Context: an optimization exercise on an open-source flow, tuned for small area, a short achievable clock period and few clock cycles. The choices shown serve that exercise and are no tape-out recipe.
In this exercise RTL edits were held to simulation tests only and were not proved equivalent to the original.

==> flow/design.v (excerpt) <==
module mgm_core (
    input  wire         clk,
    input  wire         rst,           
    input  wire         cmd_valid,
    output wire         cmd_ready,
    input  wire [7:0]   cmd_word,
    input  wire [127:0] cmd_data,
    input  wire [255:0] cmd_key,
    output wire         rsp_valid,
    input  wire         rsp_ready,
    output wire [15:0]  rsp_word,
    output wire [127:0] rsp_data,
    output wire         creq_valid,
    input  wire         creq_ready,
    output wire [127:0] creq_data,
    input  wire         crsp_valid,
    input  wire [127:0] crsp_data,
    output wire         ckey_valid,
    output wire [255:0] ckey_data
);
    localparam integer D  = 16;           
    localparam integer M  = 128 / D;      
    localparam integer KO = 1;           
    localparam [2:0] OP_NOP     = 3'd0,
                     OP_SET_KEY = 3'd1,
                     OP_SET_IV  = 3'd2,
                     OP_UPDATE  = 3'd3,
                     OP_ENCRYPT = 3'd4,
                     OP_DECRYPT = 3'd5,
                     OP_DIGEST  = 3'd6;
    localparam [3:0] ST_OK        = 4'd0,
                     ST_ERR_OP    = 4'd1,
                     ST_ERR_LEN   = 4'd2,
                     ST_ERR_NOKEY = 4'd3,
                     ST_ERR_PHASE = 4'd4,
                     ST_ERR_ALIGN = 4'd5;
    localparam [2:0] PH_UNINIT = 3'd0,
                     PH_IVSET  = 3'd1,
                     PH_AD     = 3'd2,
                     PH_ENC    = 3'd3,
  ...
Size: about 10000 cells after synthesis, about 1500 flip-flops, roughly 1100 I/O pins, about 87000 sq um of cells after synthesis.
clock: 6.0 ns
lec_check: 0
cap_margin: 20
core_margin: 2
core_utilization: 50
setup_slack_margin: 3.4
slew_margin: 20
tns_end_percent: 5
standard.sh (not shown) runs the stock make flow with config.mk's settings and CLKGATE_MAP_FILE= SYNTH_SCRIPT=/design/flow/synth_recipe.tcl, a recipe that flattens the netlist after the stock synthesis.
==> flow/flow/run.sh <==
#!/bin/bash
# The standard layout (the standard.sh, all ORFS steps unchanged), except
# that the port buffers inserted at global placement are a plain buffer
# (sky130_fd_sc_hd__buf_2) instead of the weakest buffer of the library,
# which is a delay cell. Every port still gets its buffer.
set -e
export BUFFER_PORTS_ARGS="-buffer_cell sky130_fd_sc_hd__buf_2"
bash standard.sh > standard.log 2>&1
The first run finished clean.
Testbench counts at the start, summed over its fixed seeds: cycles 32,642.
Rerun with:
==> flow/run.sh (new file) <==
#!/bin/bash
# synth_recipe.tcl (not shown) runs the flow's synth.tcl, then flattens the netlist and writes it again
# the make line also repeats each setting of config.mk as NAME=value (left out here)
make -C /OpenROAD-flow-scripts/flow DESIGN_CONFIG=/design/flow/config.mk WORK_HOME=/design/flow/orfs CLKGATE_MAP_FILE= SYNTH_SCRIPT=/design/flow/synth_recipe.tcl finish
removed: flow/flow/run.sh
removed: flow/standard.sh
The changed run completed without violations.
Worst setup slack gets worse by 0.042 ns.
Routed wire length increases slightly.
Core utilization increases by 1.2 points.
Via count stays flat.
Cell area increases slightly.
Critical path depth decreases by 4.
Die area stays the same.
Rerun with:
==> flow/flow/run.sh (new file) <==
#!/bin/bash
# The standard layout (the standard.sh, all ORFS steps unchanged), except
# that the port buffers inserted at global placement are a plain buffer
# (sky130_fd_sc_hd__buf_2) instead of the weakest buffer of the library,
# which is a delay cell. Every port still gets its buffer.
set -e
export BUFFER_PORTS_ARGS="-buffer_cell sky130_fd_sc_hd__buf_2"
bash standard.sh > standard.log 2>&1
==> flow/standard.sh (new file) <==
#!/bin/bash
# synth_recipe.tcl (not shown) runs the flow's synth.tcl, then flattens the netlist and writes it again
# the make line also repeats each setting of config.mk as NAME=value (left out here)
make -C /OpenROAD-flow-scripts/flow DESIGN_CONFIG=/design/flow/config.mk WORK_HOME=/design/flow/orfs CLKGATE_MAP_FILE= SYNTH_SCRIPT=/design/flow/synth_recipe.tcl "${@:-finish}"
--- a/flow/config.mk
+++ b/flow/config.mk
@@ -8,5 +8,5 @@
 export CAP_MARGIN = 20
 export CORE_MARGIN = 2
-export CORE_UTILIZATION = 50
+export CORE_UTILIZATION = 55
 export SETUP_SLACK_MARGIN = 3.4
 export SLEW_MARGIN = 20
removed: flow/run.sh
Outcome: The changed run completed with no timing, DRC or antenna violations. Setup slack gets worse by 0.033 ns. Cell area decreases by a few percent. Die area decreases by roughly a tenth. Global-route usage increases by 3.0 points. Clock skew increases by 0.0076 ns.

---

Another version of the RTL of mgm_core (not shown whole).
Size: ~1,500 flip-flops, roughly 1,100 I/O pins.
make LEC_CHECK=0 CAP_MARGIN=20 CORE_MARGIN=2 CORE_UTILIZATION=50 SETUP_SLACK_MARGIN=3.5 SLEW_MARGIN=20 TNS_END_PERCENT=5 finish   # period 6.0 ns
run.sh (not shown) runs the stock make flow with config.mk's settings and CLKGATE_MAP_FILE= SYNTH_SCRIPT=/design/flow/synth_recipe.tcl, a recipe that flattens the netlist after the stock synthesis.
Stock flow here: none of the scripts above is used.
Testbench counts at the start, summed over its fixed seeds: cycles 32,642.
Then changed:
- CAP_MARGIN: 20 -> 10
- CORE_UTILIZATION: 50 -> 45
- SETUP_SLACK_MARGIN: 3.5 -> 3.4
- SLEW_MARGIN: 20 -> 10
=> The new run completed without violations; global-route usage shrinks by 6.4 points; via count barely changes; cell area grows by 0.36%; wire length shrinks by 0.84%; die area grows by 11%; hold slack improves by 0.0065 ns; sequential share of layout area shrinks by 0.11 points; utilization shrinks by 5.8 points; synthesized area does not change.

[port drivers added, routing unchanged]
How much do the figures lean on ideal ports? The routed layouts below were timed once more, with nothing changed but the port constraints.
Step 1: set_driving_cell puts a clkbuf_16 on clk and a buf_2 on each other input, an assumption about the parent block.
Step 2 moves the port delays by t, midway between the first and last clock arrival at a register: inputs arrive t later, outputs are due t later. That takes back most of the time a late clock gives input paths.
a / b / c = ideal ports / drivers / drivers and shift; a / b = the first two.
| run | t (ns) | slack for setup (ns) | cell pins on the clock port's net |
|---|---|---|---|
| the first run of note 1 | 0.928 | 2.873 / 2.746 / 1.873 | 1 |
| the second run of note 1 | 0.935 | 2.831 / 2.804 / 1.868 | 1 |
| the third run of note 1 | 0.911 | 2.798 / 2.790 / 1.879 | 1 |
| the first run of note 2 | 0.933 | 2.754 / 2.754 / 2.093 | 1 |
| the second run of note 2 | 0.935 | 2.733 / 2.733 / 2.064 | 1 |
After both steps setup and hold are still met in every run listed. The setup slack of the first run of note 1, which loses most, moves by -0.127 ns with the drivers and by -1.000 ns with both steps.
